This design comes from an exercise in tuning for small area, a short achievable clock period and few clock cycles per item on the open sky130 flow, not from production work. Only simulation tests tie the RTL to the original design; equivalence was not proved.

==> flow/design.v, too long to show whole: its modules and the start of the top module <==
// module rce_vw_check: 30 lines
// module rce_front: 120 lines
// module rce_horner: 861 lines
// module rce_bcd: 181 lines
// module rce_dconv: 12 lines
// module rce_radix_decode: 18 lines
// module rce_radix_encode: 25 lines
// module rce_alu48: 26 lines
// module rce_exec: 109 lines
// module radix_codec_engine: 100 lines
// module rce_format: 33 lines
module radix_codec_engine (
    input  wire         clk,
    input  wire         rst,
    input  wire         cmd_valid,
    output wire         cmd_ready,
    input  wire [279:0] cmd_word,
    output wire         rsp_valid,
    input  wire         rsp_ready,
    output wire [139:0] rsp_word
);
  // ...
==> flow/flow/run.sh <==
#!/bin/bash
# The standard layout (standard.sh), with two changes:
# - ORFS's area-oriented ABC mapping script is replaced by
#   flow/abc_area.script, which maps with more area recovery;
# - every input and output port still gets its buffer, but a plain
#   sky130_fd_sc_hd__buf_1 rather than the delay buffer buffer_ports picks.
# The synthesis script, the registers and every other step are the standard
# ones. The run's full output goes to standard_flow.log here.
set -euo pipefail
here=$(pwd)
rm -rf "$here/scripts_x"
cp -r "$FLOW_HOME/scripts" "$here/scripts_x"
cp "$here/flow/abc_area.script" "$here/scripts_x/abc_area.script"
bash "$here/standard.sh" SCRIPTS_DIR="$here/scripts_x" \
    "BUFFER_PORTS_ARGS=-buffer_cell sky130_fd_sc_hd__buf_1" finish \
    > "$here/standard_flow.log" 2>&1
==> flow/flow/abc_area.script <==
strash
&get -n
&fraig -x
&put
dc2
balance
rewrite
refactor
balance
rewrite
rewrite -z
balance
refactor -z
rewrite -z
balance
dc2
strash
&get -n
&dch -f
&nf -R 1000 -p
&put
strash
&get -n
&dch -f
&nf -R 1000 -p
&put
topo
stime -c
buffer -c
upsize -c
dnsize -c
==> flow/standard.sh <==
#!/bin/bash
# synth_recipe.tcl (not shown) runs the flow's synth.tcl, then flattens the netlist and writes it again
# the make line also repeats each setting of config.mk as NAME=value (left out here)
make -C /OpenROAD-flow-scripts/flow DESIGN_CONFIG=/design/flow/config.mk WORK_HOME=/design/flow/orfs CLKGATE_MAP_FILE= SYNTH_SCRIPT=/design/flow/synth_recipe.tcl "${@:-finish}"
==> flow/config.mk <==
export PLATFORM = sky130hd
export DESIGN_NAME = radix_codec_engine
export DESIGN_NICKNAME = radix_codec_engine
export VERILOG_FILES = /design/flow/design.v
export SDC_FILE = /design/flow/constraint.sdc
export NUM_CORES = 4
export LEC_CHECK = 0
export ABC_AREA = 1
export CAP_MARGIN = 35
export CORE_MARGIN = 2
export CORE_UTILIZATION = 40
export SLEW_MARGIN = 35
==> flow/constraint.sdc <==
create_clock -name core_clock -period 100.0 [get_ports {clk}]
set_input_delay 20.0000 -clock core_clock [delete_from_list [all_inputs] [get_ports {clk}]]
set_output_delay 20.0000 -clock core_clock [all_outputs]
set_load 0.01 [all_outputs]
==> summary.txt, run 1 <==
Logic synthesis
  – Synth async-reset ratio: 0%
  – Yosys top cell by area: fa_1
  – Mux contribution to synthesized area: 3.965%

Placement
  – GP Congestion: 1.097
  – Post-detail-place hpwl: 204.7 mm

Finish
  – Clk_buf instances: 32
  – Syn-to-layout area delta: 9.268%
  – Seq area share: 11.07%

Timing
  – Minimum clock period: 46.26 ns

Die
  – Initial Util: 40.43%
  – Core area: 114,500 µm²
  – Die width: 344.2 µm

Critical path
  – WS Path Type: in -> reg
  – Worst setup path start: cmd_word[168]
  – CP max stage cell: nor2_1

Worst hold path
  – Hold EP: comp
  – Hold WC Path Type: reg -> reg

Clock network
  – CTS HTree Levels: 1

Outcome
  – Status: finished clean

Run
  – # Max-Cap Violations: 0
Testbench counts, summed over its fixed seeds: cycles 48,310, items 24,000.
==> module rce_front, before the edit <==
module rce_front (
    input  wire [279:0] cw,
    output wire [3:0]   op,
    output wire [1:0]   rin,
    output wire [1:0]   rout,
    output wire         wf,        
    output wire         cerr,      
    output wire [7:0]   code,      
    output wire         dok,       
    output wire [63:0]  av,        
    output wire [4:0]   la,
    output wire         at,        
    output wire         ai,        
    output wire         na,        
    output wire [63:0]  bv,        
    output wire [4:0]   lb,
    output wire         bt,
    output wire         bi,
    output wire         nb
);
    localparam USE = 2'd0, PROP = 2'd1, VERR = 2'd2, NERR = 2'd3;
    wire [135:0] a  = cw[271:136];
    wire [135:0] b  = cw[135:0];
    wire [2:0]   ta = a[135:133];
    wire [2:0]   tb = b[135:133];
    assign op   = cw[279:276];
    assign rin  = cw[275:274];
    assign rout = cw[273:272];
    assign la   = a[132:128];
    assign lb   = b[132:128];
    wire op_dec  = (op == 4'h1);
    wire op_cvt  = (op == 4'h4);
    wire op_bit  = (op >= 4'h8) && (op <= 4'hC);
    wire digit_op = op_dec | op_cvt;
    wire enc_op   = (op == 4'h2) | (op == 4'h3) | op_cvt;
    wire one_op   = op_dec | (op == 4'h2) | op_cvt;
    wire a_legal, a_zero, b_legal, b_zero;
    wire [15:0] lta, ltb;
    rce_vw_check u_chk_a (.vw(a), .legal(a_legal), .zero(a_zero), .lt(lta));
    rce_vw_check u_chk_b (.vw(b), .legal(b_legal), .zero(b_zero), .lt(ltb));
    assign wf = (digit_op | enc_op | op_bit) &
                (digit_op ? (rin  != 2'b00) : (rin  == 2'b00)) &
                (enc_op   ? (rout != 2'b00) : (rout == 2'b00)) &
                a_legal & (one_op ? b_zero : b_legal);
    wire [15:0] dga, dgb;         
    wire [15:0] hla;              
    wire [63:0] nba, nbb;         
    assign na = (a[127:120] == 8'h2D);
    assign nb = (b[127:120] == 8'h2D);
    genvar i;
    generate
        for (i = 0; i < 16; i = i + 1) begin : g
            wire [7:0] ca = a[127-8*i -: 8];
            wire [7:0] cb = b[127-8*i -: 8];
            assign dga[i] = (ca[7:4] == 4'h3) & (ca[3:0] <= 4'd9);
            assign dgb[i] = (cb[7:4] == 4'h3) & (cb[3:0] <= 4'd9);
            assign hla[i] = (ca[7:4] == 4'h4) & (ca[3:0] >= 4'd1) & (ca[3:0] <= 4'd6);
            if (i == 0) begin : s0
                assign nba[63:60] = na ? 4'd0 : hla[0] ? (ca[3:0] + 4'd9) : ca[3:0];
                assign nbb[63:60] = nb ? 4'd0 : cb[3:0];
            end else if (i < 10) begin : s1
                assign nba[63-4*i -: 4] = hla[i] ? (ca[3:0] + 4'd9) : ca[3:0];
                assign nbb[63-4*i -: 4] = cb[3:0];
            end else begin : s2
                assign nba[63-4*i -: 4] = ca[3:0];
                assign nbb[63-4*i -: 4] = cb[3:0];
            end
        end
    endgenerate
    wire txa = (la != 5'd0) & ~(na & (la == 5'd1)) &
               (&(~lta | dga | {15'd0, na}));
    wire txb = (lb != 5'd0) & ~(nb & (lb == 5'd1)) &
               (&(~ltb | dgb | {15'd0, nb}));
    wire a_txt = (ta == 3'b100);
    wire b_txt = (tb == 3'b100);
    wire a_int = (ta == 3'b010);
    wire b_int = (tb == 3'b010);
    wire [1:0] cia = (ta == 3'b000) ? USE : (ta == 3'b001) ? VERR : a_int ? USE :
                     (ta == 3'b011) ? NERR : a_txt ? (txa ? USE : VERR) :
                     (ta == 3'b101) ? PROP : VERR;
    wire [1:0] cib = (tb == 3'b000) ? USE : (tb == 3'b001) ? VERR : b_int ? USE :
                     (tb == 3'b011) ? NERR : b_txt ? (txb ? USE : VERR) :
                     (tb == 3'b101) ? PROP : VERR;
    wire [43:0] bcd;
    rce_bcd u_bcd (.n(a[33:0]), .bcd(bcd));
    wire big10 = (a[63:34] != 30'd0) | (bcd[43:40] != 4'd0);    
    wire [1:0] cda = (ta == 3'b000) ? USE : (ta == 3'b001) ? VERR :
                     a_int ? ((a[63] | big10) ? NERR : USE) :
                     (ta == 3'b011) ? NERR : a_txt ? USE :
                     (ta == 3'b101) ? PROP : VERR;
    wire [1:0] c1 = digit_op ? cda : cia;
    wire [1:0] c2 = one_op ? USE : cib;
    assign cerr = (c1 != USE) | (c2 != USE);
    assign code = (c1 == PROP) ? a[7:0] : (c2 == PROP) ? b[7:0] :
                  ((c1 == VERR) | (c2 == VERR)) ? 8'h01 : 8'h02;
    wire [15:0] dva;
    generate
        for (i = 0; i < 16; i = i + 1) begin : gv
            wire [7:0] ca = a[127-8*i -: 8];
            assign dva[i] = (rin == 2'b01) ? (dga[i] & (ca[3:1] == 3'd0)) :
                            (rin == 2'b10) ? (dga[i] & ~ca[3]) :
                                             (dga[i] | hla[i]);
        end
    endgenerate
    wire [9:0] bd_ok;
    generate
        for (i = 0; i < 10; i = i + 1) begin : gb
            assign bd_ok[i] = (rin == 2'b01) ? (bcd[4*i+3 -: 3] == 3'd0) :
                              (rin == 2'b10) ? ~bcd[4*i+3] : 1'b1;
        end
    endgenerate
    assign dok = a_txt ? ((la != 5'd0) & (la <= 5'd10) & (&(~lta | dva))) :
                 a_int ? (&bd_ok) : 1'b1;
    assign at = a_txt;
    assign ai = a_int & ~digit_op;
    assign av = a_txt ? nba : (a_int & digit_op) ? {24'd0, bcd[39:0]} : a[63:0];
    assign bt = b_txt;
    assign bi = b_int;
    assign bv = b_txt ? nbb : b[63:0];
endmodule
==> module rce_exec, before the edit <==
module rce_exec (
    input  wire         pend,
    input  wire [3:0]   op,
    input  wire [1:0]   rin,
    input  wire [1:0]   rout,
    input  wire         wf,
    input  wire         cerr,
    input  wire [7:0]   code,
    input  wire         dok,
    input  wire [63:0]  av,
    input  wire [4:0]   la,
    input  wire         at,
    input  wire         ai,
    input  wire         na,
    input  wire [63:0]  bv,
    input  wire [4:0]   lb,
    input  wire         bt,
    input  wire         bi,
    input  wire         nb,
    input  wire [47:0]  r_v,        
    input  wire         r_s,        
    output wire         need2,
    output wire [1:0]   k,
    output wire         s,
    output wire [47:0]  v
);
    wire op_dec  = (op == 4'h1);
    wire op_encp = (op == 4'h3);
    wire op_cvt  = (op == 4'h4);
    wire op_bit  = (op >= 4'h8) && (op <= 4'hC);
    wire op_sh   = (op == 4'hB) || (op == 4'hC);
    wire enc_op  = (op == 4'h2) | op_encp | op_cvt;
    wire        cvb    = pend | ~at;            
    wire [63:0] cv_nib = cvb ? bv : av;
    wire [4:0]  cv_len = cvb ? lb : la;
    wire [63:0] ra;
    wire [47:0] cm;
    wire        cbig;
    rce_dconv u_cv (.nib(cv_nib), .len(cv_len), .r(ra), .m(cm), .big(cbig));
    wire a_int = ~pend & ai;
    wire a_txt = pend | at;
    wire [47:0] ma   = pend ? r_v : cm;
    wire        biga = pend ? r_s : cbig;
    wire b_int = ~pend & bi;
    wire b_txt = pend | bt;
    wire [47:0] mb   = cm;
    wire        bigb = cbig;
    wire nza = |ma;
    wire xok = a_int ? (av[63:48] == 16'd0) : a_txt ? (~biga & ~(na & nza)) : 1'b1;
    wire [47:0] x = a_int ? av[47:0] : a_txt ? ma : 48'd0;
    wire nzb = |mb;
    wire yok = b_int ? (bv[63:48] == 16'd0) : b_txt ? (~bigb & ~(nb & nzb)) : 1'b1;
    wire [47:0] y = b_int ? bv[47:0] : b_txt ? mb : 48'd0;
    wire kpos_i = (bv[63:6] == 58'd0) & (bv[5:0] <= 6'd53);
    wire kneg_i = (bv[63:6] == {58{1'b1}}) & (bv[5:0] >= 6'd11);
    wire [5:0] bneg6 = 6'd0 - bv[5:0];
    wire small53 = (mb[47:6] == 42'd0) & (mb[5:0] <= 6'd53);
    wire kok = b_int ? (kpos_i | kneg_i) : b_txt ? (~bigb & small53) : 1'b1;
    wire kn  = b_int ? bv[63] : b_txt ? nb : 1'b0;
    wire [5:0] km = b_int ? (bv[63] ? bneg6 : bv[5:0]) : b_txt ? mb[5:0] : 6'd0;
    wire plok = b_int ? ((bv[63:4] == 60'd0) & (bv[3:0] <= 4'd10)) :
                b_txt ? (~bigb & ~(nb & nzb) & small53 & (mb[5:0] <= 6'd10)) : 1'b1;
    wire [3:0] pl = b_int ? bv[3:0] : b_txt ? mb[3:0] : 4'd0;
    wire [39:0] dn = at ? ra[39:0] : av[39:0];
    wire [47:0] dv;
    rce_radix_decode u_dec (.dn(dn), .rc(rin), .n(dv));
    wire a40_ok = a_int ? ((av[63:39] == 25'd0) | (av[63:39] == {25{1'b1}})) :
                  a_txt ? (~biga & ((ma[47:39] == 9'd0) |
                                    (na & (ma[47:39] == 9'd1) & (ma[38:0] == 39'd0)))) :
                  1'b1;
    wire        ngt = a_txt & na;
    reg  [39:0] pa;
    reg         seen;
    integer     j;
    always @* begin
        seen = 1'b0;
        for (j = 0; j < 40; j = j + 1) begin
            pa[j] = x[j] ^ (ngt & seen);
            seen  = seen | x[j];
        end
    end
    wire [39:0] pe = op_cvt ? dv[39:0] : pa;
    wire        ok40 = op_cvt ? 1'b1 : a40_ok;
    wire        enc_rng;
    wire [39:0] dig;
    wire [3:0]  ndig;
    rce_radix_encode u_enc (.p(pe), .ok40(ok40), .rc(rout), .ok(enc_rng), .d(dig), .ndig(ndig));
    wire enc_ok = enc_rng & (~op_encp | (plok & (pl >= ndig)));
    wire [3:0] slen = op_encp ? pl : ndig;
    wire left = (op == 4'hB) ? ~kn : kn;
    wire ovf;
    wire [47:0] alu_r;
    rce_alu48 u_alu (.lop(op_sh ? 2'd3 : op[1:0]), .x(x), .y(y), .left(left), .m(km),
                     .ovf(ovf), .r(alu_r));
    wire alu_ok = xok & (op_sh ? (kok & ~(left & ovf)) : yok);
    wire op_ok = op_dec ? dok : op_cvt ? (dok & enc_ok) : enc_op ? enc_ok : alu_ok;
    wire c_err = ~pend & cerr;
    wire is_err = c_err | ~op_ok;
    assign need2 = ~pend & wf & ~cerr & at & bt & (op_encp | op_bit);
    wire wf2 = pend | wf;
    wire [7:0] ecode = c_err ? code : 8'h02;
    assign k = ~wf2 ? 2'd0 : is_err ? 2'd1 : (op_dec | op_bit) ? 2'd2 : 2'd3;
    assign s = need2 ? cbig : (op_dec & dv[47]);
    assign v = need2 ? cm :
               is_err ? {40'd0, ecode} :
               op_dec ? dv :
               op_bit ? alu_r :
               {4'd0, slen, dig};
endmodule
==> module radix_codec_engine, before the edit <==
module radix_codec_engine (
    input  wire         clk,
    input  wire         rst,
    input  wire         cmd_valid,
    output wire         cmd_ready,
    input  wire [279:0] cmd_word,
    output wire         rsp_valid,
    input  wire         rsp_ready,
    output wire [139:0] rsp_word
);
    reg          busy;       
    reg          comp;       
    reg          pend;       
    reg          sv;         
    reg  [1:0]   rk;
    reg          rs;
    reg  [47:0]  rv;
    reg  [3:0]   s_op;
    reg  [1:0]   s_rin, s_rout;
    reg          s_wf, s_cerr, s_dok;
    reg  [7:0]   s_code;
    reg  [63:0]  s_av, s_bv;
    reg  [4:0]   s_la, s_lb;
    reg          s_at, s_ai, s_na, s_bt, s_bi, s_nb;
    wire [3:0]   f_op;
    wire [1:0]   f_rin, f_rout;
    wire         f_wf, f_cerr, f_dok;
    wire [7:0]   f_code;
    wire [63:0]  f_av, f_bv;
    wire [4:0]   f_la, f_lb;
    wire         f_at, f_ai, f_na, f_bt, f_bi, f_nb;
    rce_front u_front (.cw(cmd_word), .op(f_op), .rin(f_rin), .rout(f_rout),
                       .wf(f_wf), .cerr(f_cerr), .code(f_code), .dok(f_dok),
                       .av(f_av), .la(f_la), .at(f_at), .ai(f_ai), .na(f_na),
                       .bv(f_bv), .lb(f_lb), .bt(f_bt), .bi(f_bi), .nb(f_nb));
    wire [1:0]   nk;
    wire         ns;
    wire [47:0]  nv;
    wire         need2;
    rce_exec u_exec (.pend(pend), .op(s_op), .rin(s_rin), .rout(s_rout),
                     .wf(s_wf), .cerr(s_cerr), .code(s_code), .dok(s_dok),
                     .av(s_av), .la(s_la), .at(s_at), .ai(s_ai), .na(s_na),
                     .bv(s_bv), .lb(s_lb), .bt(s_bt), .bi(s_bi), .nb(s_nb),
                     .r_v(rv), .r_s(rs), .need2(need2), .k(nk), .s(ns), .v(nv));
    assign cmd_ready = !busy && !rst;
    assign rsp_valid = busy && !comp && !pend && !rst;
    wire step1 = (!busy && sv) || comp;
    wire hold  = step1 && need2;
    always @(posedge clk) begin
        if (rst) begin
            busy <= 1'b0;
            comp <= 1'b0;
            pend <= 1'b0;
            sv   <= 1'b0;
        end else begin
            if (!busy) begin
                busy <= cmd_valid;
                comp <= cmd_valid && !sv;
                pend <= cmd_valid && sv && need2;
            end else if (comp) begin
                comp <= 1'b0;
                pend <= need2;
            end else if (pend) begin
                pend <= 1'b0;
            end else if (rsp_ready) begin
                busy <= 1'b0;
            end
            sv <= cmd_valid && busy && !hold;
        end
    end
    always @(posedge clk)
        if (!busy || comp || pend) begin
            rk <= nk;
            rs <= ns;
            rv <= nv;
        end
    always @(posedge clk) begin
        s_rin  <= f_rin;
        s_wf   <= f_wf;
        s_cerr <= f_cerr;
        s_code <= f_code;
        s_dok  <= f_dok;
        s_av   <= f_av;
        s_la   <= f_la;
        s_at   <= f_at;
        s_ai   <= f_ai;
        s_bt   <= f_bt;
        s_bi   <= f_bi;
    end
    always @(posedge clk)
        if (!hold) begin
            s_op   <= f_op;
            s_rout <= f_rout;
            s_na   <= f_na;
            s_bv   <= f_bv;
            s_lb   <= f_lb;
            s_nb   <= f_nb;
        end
    rce_format u_fmt (.vld(rsp_valid), .k(rk), .s(rs), .v(rv), .rw(rsp_word));
endmodule
==> inputs of run 2 (changes only) <==
--- a/flow/design.v
+++ b/flow/design.v
@@ -113,5 +113,3 @@
                      (tb == 3'b101) ? PROP : VERR;
-    wire [43:0] bcd;
-    rce_bcd u_bcd (.n(a[33:0]), .bcd(bcd));
-    wire big10 = (a[63:34] != 30'd0) | (bcd[43:40] != 4'd0);    
+    wire big10 = (a[63:34] != 30'd0) | (a[33:0] >= 34'd10000000000);
     wire [1:0] cda = (ta == 3'b000) ? USE : (ta == 3'b001) ? VERR :
@@ -134,14 +132,6 @@
     endgenerate
-    wire [9:0] bd_ok;
-    generate
-        for (i = 0; i < 10; i = i + 1) begin : gb
-            assign bd_ok[i] = (rin == 2'b01) ? (bcd[4*i+3 -: 3] == 3'd0) :
-                              (rin == 2'b10) ? ~bcd[4*i+3] : 1'b1;
-        end
-    endgenerate
-    assign dok = a_txt ? ((la != 5'd0) & (la <= 5'd10) & (&(~lta | dva))) :
-                 a_int ? (&bd_ok) : 1'b1;
+    assign dok = (la != 5'd0) & (la <= 5'd10) & (&(~lta | dva));
     assign at = a_txt;
     assign ai = a_int & ~digit_op;
-    assign av = a_txt ? nba : (a_int & digit_op) ? {24'd0, bcd[39:0]} : a[63:0];
+    assign av = a_txt ? nba : a[63:0];
     assign bt = b_txt;
@@ -1281,3 +1271,3 @@
     input  wire [7:0]   code,
-    input  wire         dok,
+    input  wire         dok,        
     input  wire [63:0]  av,
@@ -1336,3 +1326,14 @@
     wire [3:0] pl = b_int ? bv[3:0] : b_txt ? mb[3:0] : 4'd0;
-    wire [39:0] dn = at ? ra[39:0] : av[39:0];
+    wire [43:0] bcd;
+    rce_bcd u_bcd (.n(av[33:0]), .bcd(bcd));
+    wire [9:0]  bd_ok;
+    genvar i;
+    generate
+        for (i = 0; i < 10; i = i + 1) begin : gb
+            assign bd_ok[i] = (rin == 2'b01) ? (bcd[4*i+3 -: 3] == 3'd0) :
+                              (rin == 2'b10) ? ~bcd[4*i+3] : 1'b1;
+        end
+    endgenerate
+    wire        dok_e = at ? dok : (&bd_ok);
+    wire [39:0] dn = at ? ra[39:0] : bcd[39:0];
     wire [47:0] dv;
@@ -1368,3 +1369,3 @@
     wire alu_ok = xok & (op_sh ? (kok & ~(left & ovf)) : yok);
-    wire op_ok = op_dec ? dok : op_cvt ? (dok & enc_ok) : enc_op ? enc_ok : alu_ok;
+    wire op_ok = op_dec ? dok_e : op_cvt ? (dok_e & enc_ok) : enc_op ? enc_ok : alu_ok;
     wire c_err = ~pend & cerr;
@@ -1413,6 +1414,2 @@
     wire         f_at, f_ai, f_na, f_bt, f_bi, f_nb;
-    rce_front u_front (.cw(cmd_word), .op(f_op), .rin(f_rin), .rout(f_rout),
-                       .wf(f_wf), .cerr(f_cerr), .code(f_code), .dok(f_dok),
-                       .av(f_av), .la(f_la), .at(f_at), .ai(f_ai), .na(f_na),
-                       .bv(f_bv), .lb(f_lb), .bt(f_bt), .bi(f_bi), .nb(f_nb));
     wire [1:0]   nk;
@@ -1421,7 +1418,14 @@
     wire         need2;
-    rce_exec u_exec (.pend(pend), .op(s_op), .rin(s_rin), .rout(s_rout),
-                     .wf(s_wf), .cerr(s_cerr), .code(s_code), .dok(s_dok),
-                     .av(s_av), .la(s_la), .at(s_at), .ai(s_ai), .na(s_na),
-                     .bv(s_bv), .lb(s_lb), .bt(s_bt), .bi(s_bi), .nb(s_nb),
-                     .r_v(rv), .r_s(rs), .need2(need2), .k(nk), .s(ns), .v(nv));
+    wire [139:0] rw;
+    rce_core u_core (.cw(cmd_word), .pend(pend), .vld(busy && !comp && !pend),
+                     .s_op(s_op), .s_rin(s_rin), .s_rout(s_rout), .s_wf(s_wf),
+                     .s_cerr(s_cerr), .s_code(s_code), .s_dok(s_dok),
+                     .s_av(s_av), .s_la(s_la), .s_at(s_at), .s_ai(s_ai), .s_na(s_na),
+                     .s_bv(s_bv), .s_lb(s_lb), .s_bt(s_bt), .s_bi(s_bi), .s_nb(s_nb),
+                     .rk(rk), .rs(rs), .rv(rv),
+                     .f_op(f_op), .f_rin(f_rin), .f_rout(f_rout), .f_wf(f_wf),
+                     .f_cerr(f_cerr), .f_code(f_code), .f_dok(f_dok),
+                     .f_av(f_av), .f_la(f_la), .f_at(f_at), .f_ai(f_ai), .f_na(f_na),
+                     .f_bv(f_bv), .f_lb(f_lb), .f_bt(f_bt), .f_bi(f_bi), .f_nb(f_nb),
+                     .need2(need2), .nk(nk), .ns(ns), .nv(nv), .rw(rw));
     assign cmd_ready = !busy && !rst;
@@ -1480,3 +1484,41 @@
         end
-    rce_format u_fmt (.vld(rsp_valid), .k(rk), .s(rs), .v(rv), .rw(rsp_word));
+    assign rsp_word = rst ? 140'd0 : rw;
+endmodule
+module rce_core (
+    input  wire [279:0] cw,
+    input  wire         pend,
+    input  wire         vld,
+    input  wire [3:0]   s_op,
+    input  wire [1:0]   s_rin, s_rout,
+    input  wire         s_wf, s_cerr, s_dok,
+    input  wire [7:0]   s_code,
+    input  wire [63:0]  s_av, s_bv,
+    input  wire [4:0]   s_la, s_lb,
+    input  wire         s_at, s_ai, s_na, s_bt, s_bi, s_nb,
+    input  wire [1:0]   rk,
+    input  wire         rs,
+    input  wire [47:0]  rv,
+    output wire [3:0]   f_op,
+    output wire [1:0]   f_rin, f_rout,
+    output wire         f_wf, f_cerr, f_dok,
+    output wire [7:0]   f_code,
+    output wire [63:0]  f_av, f_bv,
+    output wire [4:0]   f_la, f_lb,
+    output wire         f_at, f_ai, f_na, f_bt, f_bi, f_nb,
+    output wire         need2,
+    output wire [1:0]   nk,
+    output wire         ns,
+    output wire [47:0]  nv,
+    output wire [139:0] rw
+);
+    rce_front u_front (.cw(cw), .op(f_op), .rin(f_rin), .rout(f_rout),
+                       .wf(f_wf), .cerr(f_cerr), .code(f_code), .dok(f_dok),
+                       .av(f_av), .la(f_la), .at(f_at), .ai(f_ai), .na(f_na),
+                       .bv(f_bv), .lb(f_lb), .bt(f_bt), .bi(f_bi), .nb(f_nb));
+    rce_exec u_exec (.pend(pend), .op(s_op), .rin(s_rin), .rout(s_rout),
+                     .wf(s_wf), .cerr(s_cerr), .code(s_code), .dok(s_dok),
+                     .av(s_av), .la(s_la), .at(s_at), .ai(s_ai), .na(s_na),
+                     .bv(s_bv), .lb(s_lb), .bt(s_bt), .bi(s_bi), .nb(s_nb),
+                     .r_v(rv), .r_s(rs), .need2(need2), .k(nk), .s(ns), .v(nv));
+    rce_format u_fmt (.vld(vld), .k(rk), .s(rs), .v(rv), .rw(rw));
 endmodule
==> run 2 against run 1 <==
Cell area is 1.0% higher; critical path depth is 150 lower; core utilization down 0.32 points; maximum frequency grew 9.4%; flip-flop and latch count unchanged; non-clock buffer count rose by 8; wire length decreased by 5.4%; register-to-register slack worse by 0.75 ns; final cell count rose by 1.1%; highest routed layer unchanged.
==> summary.txt, run 2 <==
Die
  – Die H: 347.3 µm
  – Die width: 347.3 µm (+0.89%)
  – Initial Util: 40.45% (about the same)
  – I/O pin count: 426
  – Core Rows: 125
  – Die area: 120,600 µm²
  – Core area: 116,500 µm² (+1.8%)

Logic synthesis
  – Unique masters post-synth: 116
  – Post-synthesis sequential area ratio: 11.87%
  – Most frequent cell after synthesis: nor2_1
  – Syn Area/Cell: 7.260 µm²
  – Synth Flop Type: edfxtp_1
  – Share of the synthesized area in the top cell type: 14.61%
  – YS warnings: 4
  – Flops & latches, synth: 216
  – Synth async-reset ratio: 0% (unchanged)
  – Syn Inst Count: 6,492
  – Yosys top cell by area: fa_1
  – Synth area leaders: fa_1 15%, ha_1 9.6%, edfxtp_1 8.1%
  – Most frequent cells after synthesis: 804 x nor2_1, 757 x nand2_1, 614 x o21ai_0
  – Post-synth EDFFs: 127
  – Mapped Area: 47,130 µm²

Timing
  – FMAX: 23.65 MHz
  – Worst setup margin: 57.72 ns
  – Worst rel slew slack: 29.23%
  – Setup Viol. Count Final: 0
  – Minimum clock period: 42.28 ns (-3.975 ns)
  – Final-report hold violation count: 0
  – Setup TNS: 0 ns
  – Post-route clock period utilization: 42.28%
  – Setup Skew: 0.02605 ns
  – Max-slew violation count: 0
  – Unrepaired setup endpoints after global routing: false
  – Worst-margin pin slew: 1.050 ns

Clock network
  – Root buffer cell: clkbuf_16
  – Clock slew at reported path FFs: 0.06 ns
  – Clk latency of the worst-skew pair: 0.59 ns
  – CTS buffer count: 26
  – Post-CTS Setup Bufs: 0
  – Post-CTS sizing: 0
  – CTS Buffer Depth: 3
  – Hold buffer count at CTS: 0
  – CTS sink count: 216
  – CTS tree: built
  – CTS HTree Levels: 1 (unchanged)

Drt
  – Vias/cell: 6.110
  – DRC marker count from the first detailed-route iteration: 6,132
  – Number of remaining DRC errors: 0
  – DRT Pass-1 Iters: 6
  – ANT nets after route: 0
  – Routed len/inst: 28.05 µm
  – Vias: 50,656
  – Final wirelength: 232.6 mm

Finish
  – Nets: 7,716
  – Syn-to-layout area delta: 8.413%
  – Final non-filler cell total: 8,291
  – Commonest non-fill, non-tap cell in the layout: nor2_1
  – Most frequent cells in the layout: 797 x nor2_1, 753 x nand2_1, 600 x o21ai_0
  – Share of cells above drive strength 1: 7.308%
  – Largest registers: s_av x64, s_bv x64, rv x48
  – Final instance area: 51,100 µm²

Placement
  – Post-detail-place hpwl: 193.0 mm (-5.7%)
  – Pre-CTS WS: 57.78 ns
  – Area post-placement: 50,050 µm²
  – Placed Cells: 8,219
  – GP Congestion: 1.116 (+1.7%)
  – Port Buf Inserts: 413

Critical path
  – Critical Path End Type: output port
  – WS Path Type: in -> out
  – Worst Setup Start Kind: primary input
  – Worst reg2reg startpoint: s_av[31]
  – Data arrival, critical path: 22.28 ns
  – Crit-path max FO: 8
  – Worst setup path start: rst
  – CP required: 80.00 ns

Global routing
  – Largest net degree at the start of global routing: 98
  – Grt total ovfl: 0
  – Initial antenna violation count: 31
  – Tot GR Track Use: 37.50%
  – First-pass GRT wire length: 334.0 mm
  – Vias in the first global route: 48,284

Run
  – # Max-Cap Violations: 0 (unchanged)

Worst hold path
  – Min-delay src: sv
  – Hold WC Path Type: reg -> reg

Outcome
  – Status: finished clean
-- run 2: cell count changes after synthesis, moves of 26 or more --
| cell | before | now |
|---|---|---|
| and3_1 | 19 | 64 |
| o22ai_1 | 109 | 70 |
| mux2i_1 | 146 | 120 |
| nor2_1 | 737 | 804 |
| a22oi_1 | 102 | 76 |
| o21ai_0 | 545 | 614 |
| and2_1 | 101 | 45 |
| clkbuf_8 | 0 | 26 |
-- run 2: final timing paths --
path / to / slack, ns / depth (start not counted)
worst min-delay path: comp / 0.46 / 1
worst max-delay path: rsp_word[105] / 57.72 / 9
worst max register to register: rv[8] / 68.21 / 177
worst min register to register: comp / 0.46 / 1
-- run 2: logic make-up after synthesis --
kind of cell,synth area share [%]
AND/OR/NAND/NOR,22.03
AO/OA/AOI/OAI,25.81
buffers and inverters,8.219
adder cells (fa/ha/maj),24.22
XOR/XNOR,4.162
flip-flops,11.87
multiplexers,3.679
other,0.007956
-- run 2: per-stage QoR --
stage                     hold slack [ns]  utilization, %
after floorplan                    0.4106               -
after global placement             0.4539           42.90
after detailed placement           0.4342           42.96
after CTS                          0.4563           43.75
after global routing               0.4728           43.84
final                              0.4562           43.85
-- run 2: per-layer routing --
layer / part of all wire [%] / vias to the layer above / GRT usage (%) / wire length [µm]
met1: 40 / 24393 / 48.44 / 93540
met2: 43 / 2620 / 56.99 / 99200
met5: 0.038 / - / 0 / 89
met4: 7.0 / 14 / 22.76 / 16320
li1: - / 23088 / - / -
met3: 10 / 541 / 8.368 / 23430
-- run 2: final cells by class --
type	count	area, µm²
fill	12271	65420
multi-input combinational	5378	37980
clock buffer	31	700.7
tap	1524	1907
sequential	216	5600
antenna	21	52.55
clock inverter	17	222.7
timing repair buffer	538	2502
inverter	566	2135
-- run 2: critical path, stage by stage --
cell	delay (ns)
buf_1	0.33
nor2b_1	0.18
nand2_1	0.14
inv_1	0.16
nor2_1	0.54
o21ai_0	0.42
nand2b_1	0.23
o22ai_1	0.10
buf_1	0.16
Testbench counts of run 2, summed over its fixed seeds: cycles 48,310, items 24,000.
==> module rce_bcd, before the edit <==
module rce_bcd (
    input  wire [33:0] n,
    output wire [43:0] bcd
);
    function [3:0] add3;           
        input [3:0] d;
        reg c, e;
        begin
            e = d[1] | d[0];
            c = d[3] | (d[2] & e);
            add3[3] = c;
            add3[2] = d[2] ^ (c & e);
            add3[1] = d[1] ^ (c & ~d[0]);
            add3[0] = d[0] ^ c;
        end
    endfunction
    wire [3:0] t0 = add3({1'b0, n[33], n[32], n[31]});
    wire [3:0] t1 = add3({t0[2], t0[1], t0[0], n[30]});
    wire [3:0] t2 = add3({t1[2], t1[1], t1[0], n[29]});
    wire [3:0] t3 = add3({t2[2], t2[1], t2[0], n[28]});
    wire [3:0] t4 = add3({1'b0, t0[3], t1[3], t2[3]});
    wire [3:0] t5 = add3({t3[2], t3[1], t3[0], n[27]});
    wire [3:0] t6 = add3({t4[2], t4[1], t4[0], t3[3]});
    wire [3:0] t7 = add3({t5[2], t5[1], t5[0], n[26]});
    wire [3:0] t8 = add3({t6[2], t6[1], t6[0], t5[3]});
    wire [3:0] t9 = add3({t7[2], t7[1], t7[0], n[25]});
    wire [3:0] t10 = add3({t8[2], t8[1], t8[0], t7[3]});
    wire [3:0] t11 = add3({1'b0, t4[3], t6[3], t8[3]});
    wire [3:0] t12 = add3({t9[2], t9[1], t9[0], n[24]});
    wire [3:0] t13 = add3({t10[2], t10[1], t10[0], t9[3]});
    wire [3:0] t14 = add3({t11[2], t11[1], t11[0], t10[3]});
    wire [3:0] t15 = add3({t12[2], t12[1], t12[0], n[23]});
    wire [3:0] t16 = add3({t13[2], t13[1], t13[0], t12[3]});
    wire [3:0] t17 = add3({t14[2], t14[1], t14[0], t13[3]});
    wire [3:0] t18 = add3({t15[2], t15[1], t15[0], n[22]});
    wire [3:0] t19 = add3({t16[2], t16[1], t16[0], t15[3]});
    wire [3:0] t20 = add3({t17[2], t17[1], t17[0], t16[3]});
    wire [3:0] t21 = add3({t18[2], t18[1], t18[0], n[21]});
    wire [3:0] t22 = add3({t19[2], t19[1], t19[0], t18[3]});
    wire [3:0] t23 = add3({t20[2], t20[1], t20[0], t19[3]});
    wire [3:0] t24 = add3({t11[3], t14[3], t17[3], t20[3]});
    wire [3:0] t25 = add3({t21[2], t21[1], t21[0], n[20]});
    wire [3:0] t26 = add3({t22[2], t22[1], t22[0], t21[3]});
    wire [3:0] t27 = add3({t23[2], t23[1], t23[0], t22[3]});
    wire [3:0] t28 = add3({t24[2], t24[1], t24[0], t23[3]});
    wire [3:0] t29 = add3({t25[2], t25[1], t25[0], n[19]});
    wire [3:0] t30 = add3({t26[2], t26[1], t26[0], t25[3]});
    wire [3:0] t31 = add3({t27[2], t27[1], t27[0], t26[3]});
    wire [3:0] t32 = add3({t28[2], t28[1], t28[0], t27[3]});
    wire [3:0] t33 = add3({t29[2], t29[1], t29[0], n[18]});
    wire [3:0] t34 = add3({t30[2], t30[1], t30[0], t29[3]});
    wire [3:0] t35 = add3({t31[2], t31[1], t31[0], t30[3]});
    wire [3:0] t36 = add3({t32[2], t32[1], t32[0], t31[3]});
    wire [3:0] t37 = add3({1'b0, t24[3], t28[3], t32[3]});
    wire [3:0] t38 = add3({t33[2], t33[1], t33[0], n[17]});
    wire [3:0] t39 = add3({t34[2], t34[1], t34[0], t33[3]});
    wire [3:0] t40 = add3({t35[2], t35[1], t35[0], t34[3]});
    wire [3:0] t41 = add3({t36[2], t36[1], t36[0], t35[3]});
    wire [3:0] t42 = add3({t37[2], t37[1], t37[0], t36[3]});
    wire [3:0] t43 = add3({t38[2], t38[1], t38[0], n[16]});
    wire [3:0] t44 = add3({t39[2], t39[1], t39[0], t38[3]});
    wire [3:0] t45 = add3({t40[2], t40[1], t40[0], t39[3]});
    wire [3:0] t46 = add3({t41[2], t41[1], t41[0], t40[3]});
    wire [3:0] t47 = add3({t42[2], t42[1], t42[0], t41[3]});
    wire [3:0] t48 = add3({t43[2], t43[1], t43[0], n[15]});
    wire [3:0] t49 = add3({t44[2], t44[1], t44[0], t43[3]});
    wire [3:0] t50 = add3({t45[2], t45[1], t45[0], t44[3]});
    wire [3:0] t51 = add3({t46[2], t46[1], t46[0], t45[3]});
    wire [3:0] t52 = add3({t47[2], t47[1], t47[0], t46[3]});
    wire [3:0] t53 = add3({1'b0, t37[3], t42[3], t47[3]});
    wire [3:0] t54 = add3({t48[2], t48[1], t48[0], n[14]});
    wire [3:0] t55 = add3({t49[2], t49[1], t49[0], t48[3]});
    wire [3:0] t56 = add3({t50[2], t50[1], t50[0], t49[3]});
    wire [3:0] t57 = add3({t51[2], t51[1], t51[0], t50[3]});
    wire [3:0] t58 = add3({t52[2], t52[1], t52[0], t51[3]});
    wire [3:0] t59 = add3({t53[2], t53[1], t53[0], t52[3]});
    wire [3:0] t60 = add3({t54[2], t54[1], t54[0], n[13]});
    wire [3:0] t61 = add3({t55[2], t55[1], t55[0], t54[3]});
    wire [3:0] t62 = add3({t56[2], t56[1], t56[0], t55[3]});
    wire [3:0] t63 = add3({t57[2], t57[1], t57[0], t56[3]});
    wire [3:0] t64 = add3({t58[2], t58[1], t58[0], t57[3]});
    wire [3:0] t65 = add3({t59[2], t59[1], t59[0], t58[3]});
    wire [3:0] t66 = add3({t60[2], t60[1], t60[0], n[12]});
    wire [3:0] t67 = add3({t61[2], t61[1], t61[0], t60[3]});
    wire [3:0] t68 = add3({t62[2], t62[1], t62[0], t61[3]});
    wire [3:0] t69 = add3({t63[2], t63[1], t63[0], t62[3]});
    wire [3:0] t70 = add3({t64[2], t64[1], t64[0], t63[3]});
    wire [3:0] t71 = add3({t65[2], t65[1], t65[0], t64[3]});
    wire [3:0] t72 = add3({t66[2], t66[1], t66[0], n[11]});
    wire [3:0] t73 = add3({t67[2], t67[1], t67[0], t66[3]});
    wire [3:0] t74 = add3({t68[2], t68[1], t68[0], t67[3]});
    wire [3:0] t75 = add3({t69[2], t69[1], t69[0], t68[3]});
    wire [3:0] t76 = add3({t70[2], t70[1], t70[0], t69[3]});
    wire [3:0] t77 = add3({t71[2], t71[1], t71[0], t70[3]});
    wire [3:0] t78 = add3({t53[3], t59[3], t65[3], t71[3]});
    wire [3:0] t79 = add3({t72[2], t72[1], t72[0], n[10]});
    wire [3:0] t80 = add3({t73[2], t73[1], t73[0], t72[3]});
    wire [3:0] t81 = add3({t74[2], t74[1], t74[0], t73[3]});
    wire [3:0] t82 = add3({t75[2], t75[1], t75[0], t74[3]});
    wire [3:0] t83 = add3({t76[2], t76[1], t76[0], t75[3]});
    wire [3:0] t84 = add3({t77[2], t77[1], t77[0], t76[3]});
    wire [3:0] t85 = add3({t78[2], t78[1], t78[0], t77[3]});
    wire [3:0] t86 = add3({t79[2], t79[1], t79[0], n[9]});
    wire [3:0] t87 = add3({t80[2], t80[1], t80[0], t79[3]});
    wire [3:0] t88 = add3({t81[2], t81[1], t81[0], t80[3]});
    wire [3:0] t89 = add3({t82[2], t82[1], t82[0], t81[3]});
    wire [3:0] t90 = add3({t83[2], t83[1], t83[0], t82[3]});
    wire [3:0] t91 = add3({t84[2], t84[1], t84[0], t83[3]});
    wire [3:0] t92 = add3({t85[2], t85[1], t85[0], t84[3]});
    wire [3:0] t93 = add3({t86[2], t86[1], t86[0], n[8]});
    wire [3:0] t94 = add3({t87[2], t87[1], t87[0], t86[3]});
    wire [3:0] t95 = add3({t88[2], t88[1], t88[0], t87[3]});
    wire [3:0] t96 = add3({t89[2], t89[1], t89[0], t88[3]});
    wire [3:0] t97 = add3({t90[2], t90[1], t90[0], t89[3]});
    wire [3:0] t98 = add3({t91[2], t91[1], t91[0], t90[3]});
    wire [3:0] t99 = add3({t92[2], t92[1], t92[0], t91[3]});
    wire [3:0] t100 = add3({1'b0, t78[3], t85[3], t92[3]});
    wire [3:0] t101 = add3({t93[2], t93[1], t93[0], n[7]});
    wire [3:0] t102 = add3({t94[2], t94[1], t94[0], t93[3]});
    wire [3:0] t103 = add3({t95[2], t95[1], t95[0], t94[3]});
    wire [3:0] t104 = add3({t96[2], t96[1], t96[0], t95[3]});
    wire [3:0] t105 = add3({t97[2], t97[1], t97[0], t96[3]});
    wire [3:0] t106 = add3({t98[2], t98[1], t98[0], t97[3]});
    wire [3:0] t107 = add3({t99[2], t99[1], t99[0], t98[3]});
    wire [3:0] t108 = add3({t100[2], t100[1], t100[0], t99[3]});
    wire [3:0] t109 = add3({t101[2], t101[1], t101[0], n[6]});
    wire [3:0] t110 = add3({t102[2], t102[1], t102[0], t101[3]});
    wire [3:0] t111 = add3({t103[2], t103[1], t103[0], t102[3]});
    wire [3:0] t112 = add3({t104[2], t104[1], t104[0], t103[3]});
    wire [3:0] t113 = add3({t105[2], t105[1], t105[0], t104[3]});
    wire [3:0] t114 = add3({t106[2], t106[1], t106[0], t105[3]});
    wire [3:0] t115 = add3({t107[2], t107[1], t107[0], t106[3]});
    wire [3:0] t116 = add3({t108[2], t108[1], t108[0], t107[3]});
    wire [3:0] t117 = add3({t109[2], t109[1], t109[0], n[5]});
    wire [3:0] t118 = add3({t110[2], t110[1], t110[0], t109[3]});
    wire [3:0] t119 = add3({t111[2], t111[1], t111[0], t110[3]});
    wire [3:0] t120 = add3({t112[2], t112[1], t112[0], t111[3]});
    wire [3:0] t121 = add3({t113[2], t113[1], t113[0], t112[3]});
    wire [3:0] t122 = add3({t114[2], t114[1], t114[0], t113[3]});
    wire [3:0] t123 = add3({t115[2], t115[1], t115[0], t114[3]});
    wire [3:0] t124 = add3({t116[2], t116[1], t116[0], t115[3]});
    wire [3:0] t125 = add3({1'b0, t100[3], t108[3], t116[3]});
    wire [3:0] t126 = add3({t117[2], t117[1], t117[0], n[4]});
    wire [3:0] t127 = add3({t118[2], t118[1], t118[0], t117[3]});
    wire [3:0] t128 = add3({t119[2], t119[1], t119[0], t118[3]});
    wire [3:0] t129 = add3({t120[2], t120[1], t120[0], t119[3]});
    wire [3:0] t130 = add3({t121[2], t121[1], t121[0], t120[3]});
    wire [3:0] t131 = add3({t122[2], t122[1], t122[0], t121[3]});
    wire [3:0] t132 = add3({t123[2], t123[1], t123[0], t122[3]});
    wire [3:0] t133 = add3({t124[2], t124[1], t124[0], t123[3]});
    wire [3:0] t134 = add3({t125[2], t125[1], t125[0], t124[3]});
    wire [3:0] t135 = add3({t126[2], t126[1], t126[0], n[3]});
    wire [3:0] t136 = add3({t127[2], t127[1], t127[0], t126[3]});
    wire [3:0] t137 = add3({t128[2], t128[1], t128[0], t127[3]});
    wire [3:0] t138 = add3({t129[2], t129[1], t129[0], t128[3]});
    wire [3:0] t139 = add3({t130[2], t130[1], t130[0], t129[3]});
    wire [3:0] t140 = add3({t131[2], t131[1], t131[0], t130[3]});
    wire [3:0] t141 = add3({t132[2], t132[1], t132[0], t131[3]});
    wire [3:0] t142 = add3({t133[2], t133[1], t133[0], t132[3]});
    wire [3:0] t143 = add3({t134[2], t134[1], t134[0], t133[3]});
    wire [3:0] t144 = add3({t135[2], t135[1], t135[0], n[2]});
    wire [3:0] t145 = add3({t136[2], t136[1], t136[0], t135[3]});
    wire [3:0] t146 = add3({t137[2], t137[1], t137[0], t136[3]});
    wire [3:0] t147 = add3({t138[2], t138[1], t138[0], t137[3]});
    wire [3:0] t148 = add3({t139[2], t139[1], t139[0], t138[3]});
    wire [3:0] t149 = add3({t140[2], t140[1], t140[0], t139[3]});
    wire [3:0] t150 = add3({t141[2], t141[1], t141[0], t140[3]});
    wire [3:0] t151 = add3({t142[2], t142[1], t142[0], t141[3]});
    wire [3:0] t152 = add3({t143[2], t143[1], t143[0], t142[3]});
    wire [3:0] t153 = add3({t144[2], t144[1], t144[0], n[1]});
    wire [3:0] t154 = add3({t145[2], t145[1], t145[0], t144[3]});
    wire [3:0] t155 = add3({t146[2], t146[1], t146[0], t145[3]});
    wire [3:0] t156 = add3({t147[2], t147[1], t147[0], t146[3]});
    wire [3:0] t157 = add3({t148[2], t148[1], t148[0], t147[3]});
    wire [3:0] t158 = add3({t149[2], t149[1], t149[0], t148[3]});
    wire [3:0] t159 = add3({t150[2], t150[1], t150[0], t149[3]});
    wire [3:0] t160 = add3({t151[2], t151[1], t151[0], t150[3]});
    wire [3:0] t161 = add3({t152[2], t152[1], t152[0], t151[3]});
    wire [3:0] t162 = add3({t125[3], t134[3], t143[3], t152[3]});
    assign bcd = {1'b0, 1'b0, 1'b0, t162[3], t162[2], t162[1], t162[0], t161[3], t161[2], t161[1], t161[0], t160[3], t160[2], t160[1], t160[0], t159[3], t159[2], t159[1], t159[0], t158[3], t158[2], t158[1], t158[0], t157[3], t157[2], t157[1], t157[0], t156[3], t156[2], t156[1], t156[0], t155[3], t155[2], t155[1], t155[0], t154[3], t154[2], t154[1], t154[0], t153[3], t153[2], t153[1], t153[0], n[0]};
endmodule
==> inputs of run 3 (changes only) <==
--- a/flow/design.v
+++ b/flow/design.v
@@ -1007,8 +1007,7 @@
         input [3:0] d;
-        reg c, e;
+        reg c;
         begin
-            e = d[1] | d[0];
-            c = d[3] | (d[2] & e);
+            c = d[3] | (d[2] & (d[1] | d[0]));
             add3[3] = c;
-            add3[2] = d[2] ^ (c & e);
+            add3[2] = (d[2] & ~(d[1] | d[0])) | (d[3] & d[0]);
             add3[1] = d[1] ^ (c & ~d[0]);
@@ -1302,8 +1301,8 @@
     rce_dconv u_cv (.nib(cv_nib), .len(cv_len), .r(ra), .m(cm), .big(cbig));
-    wire a_int = ~pend & ai;
     wire a_txt = pend | at;
+    wire a_int = ~a_txt;
     wire [47:0] ma   = pend ? r_v : cm;
     wire        biga = pend ? r_s : cbig;
-    wire b_int = ~pend & bi;
     wire b_txt = pend | bt;
+    wire b_int = ~b_txt;
     wire [47:0] mb   = cm;
@@ -1311,7 +1310,7 @@
     wire nza = |ma;
-    wire xok = a_int ? (av[63:48] == 16'd0) : a_txt ? (~biga & ~(na & nza)) : 1'b1;
-    wire [47:0] x = a_int ? av[47:0] : a_txt ? ma : 48'd0;
+    wire xok = a_int ? (av[63:48] == 16'd0) : (~biga & ~(na & nza));
+    wire [47:0] x = a_int ? av[47:0] : ma;
     wire nzb = |mb;
-    wire yok = b_int ? (bv[63:48] == 16'd0) : b_txt ? (~bigb & ~(nb & nzb)) : 1'b1;
-    wire [47:0] y = b_int ? bv[47:0] : b_txt ? mb : 48'd0;
+    wire yok = b_int ? (bv[63:48] == 16'd0) : (~bigb & ~(nb & nzb));
+    wire [47:0] y = b_int ? bv[47:0] : mb;
     wire kpos_i = (bv[63:6] == 58'd0) & (bv[5:0] <= 6'd53);
@@ -1320,8 +1319,8 @@
     wire small53 = (mb[47:6] == 42'd0) & (mb[5:0] <= 6'd53);
-    wire kok = b_int ? (kpos_i | kneg_i) : b_txt ? (~bigb & small53) : 1'b1;
-    wire kn  = b_int ? bv[63] : b_txt ? nb : 1'b0;
-    wire [5:0] km = b_int ? (bv[63] ? bneg6 : bv[5:0]) : b_txt ? mb[5:0] : 6'd0;
+    wire kok = b_int ? (kpos_i | kneg_i) : (~bigb & small53);
+    wire kn  = b_int ? bv[63] : nb;
+    wire [5:0] km = b_int ? (bv[63] ? bneg6 : bv[5:0]) : mb[5:0];
     wire plok = b_int ? ((bv[63:4] == 60'd0) & (bv[3:0] <= 4'd10)) :
-                b_txt ? (~bigb & ~(nb & nzb) & small53 & (mb[5:0] <= 6'd10)) : 1'b1;
-    wire [3:0] pl = b_int ? bv[3:0] : b_txt ? mb[3:0] : 4'd0;
+                (~bigb & ~(nb & nzb) & small53 & (mb[5:0] <= 6'd10));
+    wire [3:0] pl = b_int ? bv[3:0] : mb[3:0];
     wire [43:0] bcd;
@@ -1341,5 +1340,4 @@
     wire a40_ok = a_int ? ((av[63:39] == 25'd0) | (av[63:39] == {25{1'b1}})) :
-                  a_txt ? (~biga & ((ma[47:39] == 9'd0) |
-                                    (na & (ma[47:39] == 9'd1) & (ma[38:0] == 39'd0)))) :
-                  1'b1;
+                  (~biga & ((ma[47:39] == 9'd0) |
+                            (na & (ma[47:39] == 9'd1) & (ma[38:0] == 39'd0))));
     wire        ngt = a_txt & na;
@@ -1377,7 +1375,4 @@
     assign s = need2 ? cbig : (op_dec & dv[47]);
-    assign v = need2 ? cm :
-               is_err ? {40'd0, ecode} :
-               op_dec ? dv :
-               op_bit ? alu_r :
-               {4'd0, slen, dig};
+    wire [47:0] vr = op_dec ? dv : op_bit ? alu_r : {4'd0, slen, dig};
+    assign v = need2 ? cm : {vr[47:8], is_err ? ecode : vr[7:0]};
 endmodule
--- a/flow/flow/abc_area.script
+++ b/flow/flow/abc_area.script
@@ -19,3 +19,3 @@
 &dch -f
-&nf -R 1000 -p
+&nf -R 1000 -p -F 8 -A 4
 &put
@@ -24,3 +24,8 @@
 &dch -f
-&nf -R 1000 -p
+&nf -R 1000 -p -F 8 -A 4
+&put
+strash
+&get -n
+&dch -f
+&nf -R 1000 -p -F 8 -A 4
 &put
==> run 3 against run 2 <==
Wire length grew 0.51%; global-route usage grew 1.1 points; register-to-register slack gained 0.04 ns; die area shrank 3.1%; final cell count shrank 0.98%; first-iteration DRC count shrank 7.1%; non-clock buffer count grew 19; cell area shrank 1.9%; highest routed layer unchanged; hold slack gained 0.011 ns; critical endpoint is now rsp_word[49]; sequential share of layout area grew 0.13 points; still clean.
==> summary.txt, run 3 <==
Drt
  – Number of remaining DRC errors: 0 (unchanged)
  – Routed len/inst: 28.47 µm (+1.5%)
  – DRT Pass-1 Iters: 7 (+1)
  – Vias: 50,452 (-0.40%)
  – ANT nets after route: 0 (unchanged)
  – DRC marker count from the first detailed-route iteration: 5,698 (-7.1%)
  – Vias/cell: 6.145 (+0.58%)
  – Final wirelength: 233.8 mm (+0.51%)

Global routing
  – Tot GR Track Use: 38.60% (+1.1 points)
  – Grt total ovfl: 0 (unchanged)
  – Largest net degree at the start of global routing: 88 (-10%)
  – Vias in the first global route: 46,605 (-3.5%)
  – Initial antenna violation count: 26 (-16%)
  – First-pass GRT wire length: 329.1 mm (-1.5%)

Timing
  – Hold WS: 0.4674 ns (+0.01121 ns)
  – Setup Viol. Count Final: 0 (unchanged)
  – Minimum clock period: 42.42 ns (+0.1413 ns)
  – Worst rel slew slack: 29.78% (+0.55 points)
  – Post-route clock period utilization: 42.42% (+0.14 points)
  – Worst setup margin: 57.58 ns (-0.1413 ns)
  – Setup TNS: 0 ns (unchanged)
  – Final-report hold violation count: 0 (unchanged)
  – Max-slew violation count: 0 (unchanged)
  – Worst-margin pin slew: 1.053 ns (+0.002906 ns)
  – FMAX: 23.57 MHz (-0.33%)
  – Setup Skew: 0.04492 ns (+0.01888 ns)
  – Unrepaired setup endpoints after global routing: false

Finish
  – Number of fill cells in the layout: 11,891 (-3.1%)
  – Most frequent cells in the layout: 944 x nand2_1, 782 x nor2_1, 618 x a21oi_1
  – Largest registers: s_av x64, s_bv x64, rv x48
  – Final instance area: 50,130 µm² (-1.9%)
  – Nets: 7,666 (-0.65%)
  – Share of cells above drive strength 1: 5.687% (-1.6 points)
  – Syn-to-layout area delta: 9.758%
  – Commonest non-fill, non-tap cell in the layout: nand2_1

Die
  – Die area: 116,900 µm² (-3.1%)
  – Die width: 341.9 µm (-1.5%)
  – Initial Util: 40.49% (about the same)
  – Core Rows: 123 (-1.6%)
  – Die H: 341.9 µm (-1.5%)
  – Core area: 112,800 µm² (-3.2%)
  – I/O pin count: 426 (unchanged)

Logic synthesis
  – Yosys top cell by area: fa_1
  – Unique masters post-synth: 82 (-29%)
  – Post-synth EDFFs: 127 (unchanged)
  – YS warnings: 4 (unchanged)
  – Most frequent cells after synthesis: 948 x nand2_1, 789 x nor2_1, 620 x a21oi_1
  – Synth Flop Type: edfxtp_1
  – Most frequent cell after synthesis: nand2_1
  – Synth area leaders: fa_1 15%, ha_1 9.9%, edfxtp_1 8.3%
  – Syn Area/Cell: 7.123 µm² (-1.9%)
  – Synth async-reset ratio: 0% (unchanged)
  – Mapped Area: 45,680 µm² (-3.1%)
  – Flops & latches, synth: 214 (-0.93%)
  – Share of the synthesized area in the top cell type: 15.08% (+0.47 points)
  – Post-synthesis sequential area ratio: 12.16% (+0.29 points)
  – Syn Inst Count: 6,412 (-1.2%)

Clock network
  – CTS buffer count: 29 (+12%)
  – Post-CTS sizing: 0 (unchanged)
  – CTS Buffer Depth: 3 (unchanged)
  – CTS sink count: 214 (-0.93%)
  – Clk latency of the worst-skew pair: 0.67 ns (+0.08 ns)
  – CTS tree: built
  – Root buffer cell: clkbuf_16
  – Clock slew at reported path FFs: 0.07 ns (about the same)
  – Post-CTS Setup Bufs: 0 (unchanged)
  – CTS HTree Levels: 1 (unchanged)
  – Hold buffer count at CTS: 0 (unchanged)

Worst hold path
  – Hold WC Path Type: reg -> reg

Placement
  – Post-detail-place hpwl: 192.7 mm (-0.16%)
  – Area post-placement: 49,080 µm² (-1.9%)
  – Port Buf Inserts: 413 (unchanged)
  – Pre-CTS WS: 57.58 ns (-0.1981 ns)
  – GP Congestion: 1.073 (-3.9%)

Critical path
  – Critical Path End Type: output port
  – Crit-path max FO: 41 (+33)
  – Data arrival, critical path: 22.42 ns (+0.14 ns)
  – CP required: 80.00 ns (about the same)
  – Worst Setup Start Kind: primary input
  – WS Path Type: in -> out

Run
  – # Max-Cap Violations: 0 (unchanged)

Outcome
  – Status: finished clean
[run 3: changes by cell type after synthesis, moves of 46 or more]
cell | previous run | this run
a31oi_1 | 38 | 149
nand2_1 | 757 | 948
nor2b_1 | 35 | 82
o21a_1 | 87 | 8
a21o_1 | 81 | 35
xor2_1 | 118 | 48
a21boi_2 | 2 | 68
xnor2_1 | 106 | 184
[run 3: final cells by class]
type / count / area (µm²) / share of cell area [%]
Multi-Input combinational cell: 5340 / 37050 / 73.90
Sequential cell: 214 / 5560 / 11.09
Timing Repair Buffer: 557 / 2629 / 5.244
Inverter: 534 / 2004 / 3.998
Tap cell: 1500 / 1877 / 3.744
Clock buffer: 29 / 725.7 / 1.448
Clock inverter: 25 / 262.8 / 0.5241
Antenna cell: 11 / 27.53 / 0.05491
[run 3: logic make-up after synthesis]
logic type,share of synthesized area (%)
AND/OR/NAND/NOR,21.85
AO/OA/AOI/OAI,25.36
buffers and inverters,7.426
adder cells (fa/ha/maj),24.99
XOR/XNOR,4.449
flip-flops,12.16
multiplexers,3.750
other,0.008210
[run 3: path summary, 6_finish.rpt]
path,cells after the start,from,slack [ns],to
worst max register to register,164,s_av[32],68.25,rk[0]
worst min-delay path,1,sv,0.47,comp
worst max-delay path,9,rst,57.58,rsp_word[49]
worst min register to register,1,sv,0.47,comp
[run 3: through the flow]
step	std cells	utilization [%]
2_1_floorplan	6423	-
3_3_place_gp	8143	43.46
3_5_place_dp	8144	43.51
4_1_cts	8198	44.39
5_1_grt	8200	44.42
6_report	8210	44.44
[run 3: worst max-delay path: stages]
cell,delay [ns]
buf_1,0.47
nor2_1,0.29
nand3b_1,0.15
buf_4,0.44
inv_1,0.14
nand2_1,0.31
o21ai_0,0.24
a22o_1,0.24
buf_1,0.12
[run 3: metal layers]
metal / vias to the layer above / GRT usage [%] / wire (µm) / part of all wire (%)
li1: 22885 / - / - / -
met1: 24042 / 49.42 / 92770 / 40
met2: 2822 / 59.15 / 100100 / 43
met3: 679 / 9.154 / 23910 / 10
met4: 24 / 22.75 / 16840 / 7.2
met5: - / 0 / 158 / 0.068
Testbench counts of run 3, summed over its fixed seeds: cycles 48,310, items 24,000.
==> inputs of run 4 (changes only) <==
--- a/flow/config.mk
+++ b/flow/config.mk
@@ -10,3 +10,4 @@
 export CORE_MARGIN = 2
-export CORE_UTILIZATION = 40
+export CORE_UTILIZATION = 55
+export PLACE_DENSITY = 0.65
 export SLEW_MARGIN = 35
==> run 4 against run 3 <==
Highest routed layer unchanged; global-route usage is 11 points higher; final cell count is 5.8% lower; non-clock buffer count is 51 lower; synthesized cell count stayed put; area after synthesis stayed put; sequential share of layout area is 0.21 points higher; first-iteration DRC count is 31% higher; die area is 27% lower; critical path depth stayed put; register-to-register slack worse by 0.05 ns; critical path type unchanged.
==> summary.txt, run 4 <==
Clock network
  – CTS HTree Levels: 1 (unchanged)
  – Root buffer cell: clkbuf_16
  – CTS sink count: 214 (unchanged)
  – CTS buffer count: 27 (-6.9%)
  – CTS Buffer Depth: 3 (unchanged)
  – Post-CTS Setup Bufs: 0 (unchanged)
  – CTS tree: built
  – Hold buffer count at CTS: 0 (unchanged)
  – Post-CTS sizing: 0 (unchanged)
  – Clock slew at reported path FFs: 0.06 ns (about the same)
  – Clk latency of the worst-skew pair: 0.65 ns (-0.02 ns)

Drt
  – Number of remaining DRC errors: 0 (unchanged)
  – Vias: 51,986 (+3.0%)
  – ANT nets after route: 0 (unchanged)
  – DRT Pass-1 Iters: 14 (+7)
  – DRC marker count from the first detailed-route iteration: 7,451 (+31%)
  – Routed len/inst: 28.11 µm (-1.3%)
  – Final wirelength: 217.5 mm (-7.0%)
  – Vias/cell: 6.721 (+9.4%)

Timing
  – Worst rel slew slack: 27.02% (-2.8 points)
  – Setup Skew: 0.03636 ns (-0.008556 ns)
  – Minimum clock period: 42.87 ns (+0.4484 ns)
  – Post-route clock period utilization: 42.87% (+0.45 points)
  – Final-report hold violation count: 0 (unchanged)
  – Worst setup margin: 57.13 ns (-0.4484 ns)
  – Unrepaired setup endpoints after global routing: false
  – Setup Viol. Count Final: 0 (unchanged)
  – Worst-margin pin slew: 1.083 ns (+0.02997 ns)
  – Max-slew violation count: 0 (unchanged)
  – FMAX: 23.33 MHz (-1.0%)
  – Setup TNS: 0 ns (unchanged)

Die
  – Die H: 292.2 µm (-15%)
  – Die area: 85,370 µm² (-27%)
  – Core area: 82,110 µm² (-27%)
  – Die width: 292.2 µm (-15%)
  – Core Rows: 105 (-15%)
  – Initial Util: 55.63% (+15 points)
  – I/O pin count: 426 (unchanged)

Finish
  – Largest registers: s_av x64, s_bv x64, rv x48
  – Commonest non-fill, non-tap cell in the layout: nand2_1
  – Syn-to-layout area delta: 7.681%
  – Most frequent cells in the layout: 945 x nand2_1, 781 x nor2_1, 618 x a21oi_1
  – Share of cells above drive strength 1: 4.877% (-0.81 points)
  – Nets: 7,613 (-0.69%)
  – Final non-filler cell total: 7,735 (-5.8%)
  – Number of fill cells in the layout: 7,656 (-36%)

Logic synthesis
  – Synth async-reset ratio: 0% (unchanged)
  – Synth area leaders: fa_1 15%, ha_1 9.9%, edfxtp_1 8.3%
  – Syn Area/Cell: 7.123 µm² (unchanged)
  – Most frequent cell after synthesis: nand2_1
  – Share of the synthesized area in the top cell type: 15.08% (unchanged)
  – YS warnings: 4 (unchanged)
  – Syn Inst Count: 6,412 (unchanged)
  – Synth Flop Type: edfxtp_1
  – Most frequent cells after synthesis: 948 x nand2_1, 789 x nor2_1, 620 x a21oi_1
  – Post-synth EDFFs: 127 (unchanged)
  – Post-synthesis sequential area ratio: 12.16% (unchanged)
  – Mapped Area: 45,680 µm² (unchanged)
  – Flops & latches, synth: 214 (unchanged)
  – Yosys top cell by area: fa_1
  – Unique masters post-synth: 82 (unchanged)

Critical path
  – Max incr delay on CP: 0.61 ns (+0.14 ns)
  – CP max stage cell: buf_1
  – Crit path buf inv count: 4 (unchanged)
  – Worst Setup Start Kind: primary input
  – Worst path cell trace: buf_1 > nor2_1 > nand3b_1 > buf_4 > inv_1 > nand2_1 > o21ai_0 > a22o_1 > buf_1
  – Crit. path cell count: 9 (unchanged)
  – Critical Path End Type: output port
  – Critical path's top delay family: buffers and inverters
  – Crit-path max FO: 41 (unchanged)
  – CP required: 80.00 ns (about the same)
  – Data arrival, critical path: 22.87 ns (+0.45 ns)
  – WS Path Type: in -> out
  – Cell mode on critical path: buf_1
  – R2R cell count: 167 (+1.8%)

Placement
  – Pre-CTS WS: 57.32 ns (-0.2607 ns)
  – Port Buf Inserts: 413 (unchanged)
  – GP Congestion: 1.103 (+2.8%)
  – Post-detail-place hpwl: 174.8 mm (-9.3%)
  – Placed Cells: 7,662 (-5.9%)

Global routing
  – First-pass GRT wire length: 316.7 mm (-3.7%)
  – Largest net degree at the start of global routing: 95 (+8.0%)
  – Grt total ovfl: 0 (unchanged)
  – Tot GR Track Use: 49.80% (+11 points)
  – Initial antenna violation count: 35 (+35%)
  – Vias in the first global route: 49,638 (+6.5%)

Worst hold path
  – Cells on Worst Hold Path: 1 (unchanged)
  – Hold WC Path Type: reg -> reg

Run
  – # Max-Cap Violations: 0 (unchanged)

Outcome
  – Status: finished clean
==> run 4: cell counts after synthesis <==
Identical to the previous run, type by type.
==> run 4: metal layers <==
| layer | up-vias | global-route usage, % | share of wire (%) |
|---|---|---|---|
| met2 | 3748 | 76.68 | 43 |
| li1 | 22784 | - | - |
| met3 | 1121 | 15.81 | 13 |
| met1 | 24315 | 57.39 | 35 |
| met5 | - | 0.1702 | 0.061 |
| met4 | 18 | 38.97 | 9.7 |
==> run 4: final cells by class <==
cell class	instances	area, µm²	share of cell area [%]
inverters	534	2004	4.075
multi-input cells	5340	37000	75.23
repair buffers	506	2285	4.645
clock buffers	33	787.0	1.600
diodes	21	52.55	0.1068
flip-flops and latches	214	5560	11.31
clock inverters	17	152.6	0.3104
well taps	1070	1339	2.722
==> run 4: path summary, 6_finish.rpt <==
kind / start / to / slack, ns
hold / removal: sv / comp / 0.48
setup reg to reg: s_av[31] / rk[0] / 68.20
hold reg to reg: sv / comp / 0.48
setup / recovery: rst / rsp_word[49] / 57.13
==> run 4: kinds of logic after synthesis <==
family	synth area share, %
AOI/OAI and AO/OA	25.36
xor gates and xnor gates	4.449
adders and majority gates	24.99
buffers and inverters	7.426
DFF	12.16
muxes	3.750
other	0.008210
and+or+nand+nor	21.85
==> run 4: stage by stage <==
step | utilization (%) | hold slack, ns | instance area, µm²
detailed placement | 58.59 | 0.4479 | 48110
global placement | 58.56 | 0.4459 | 48080
finish | 59.90 | 0.4778 | 49180
CTS | 59.74 | 0.4564 | 49050
global route | 59.86 | 0.4925 | 49150
floorplan | - | 0.4122 | 45720

## what the ideal ports hide
In the flow no input, the clock included, has a driving cell. The finished layouts below were timed again as built, in two steps. Step 1: set_driving_cell puts a clkbuf_16 on clk and a buf_2 on each other input, an assumption about the parent block. Step 2 also shifts input and output timing later by t, the mid clock arrival at the registers, as if the neighbouring blocks saw the same clock. a / b / c = ideal ports / drivers / drivers and shift; a / b = the first two.
run	t (ns)	slack for setup (ns)	hold slack, ns	worst slew at a driven data input, ns	pins driven straight from the clock port
run 1	0.706	53.745 / 53.792 / 53.086	0.488 / 0.488 / 0.488	0.12	1
run 2	0.640	57.720 / 57.694 / 57.694	0.456 / 0.456 / 0.456	0.12	1
run 3	0.728	57.578 / 57.551 / 57.551	0.467 / 0.467 / 0.467	0.12	1
run 4	0.712	57.130 / 57.101 / 57.101	0.478 / 0.478 / 0.478	0.16	1
After both steps setup and hold are still met in every run listed. The setup slack of run 1, which loses most, moves by +0.047 ns with the drivers and by -0.659 ns with both steps.
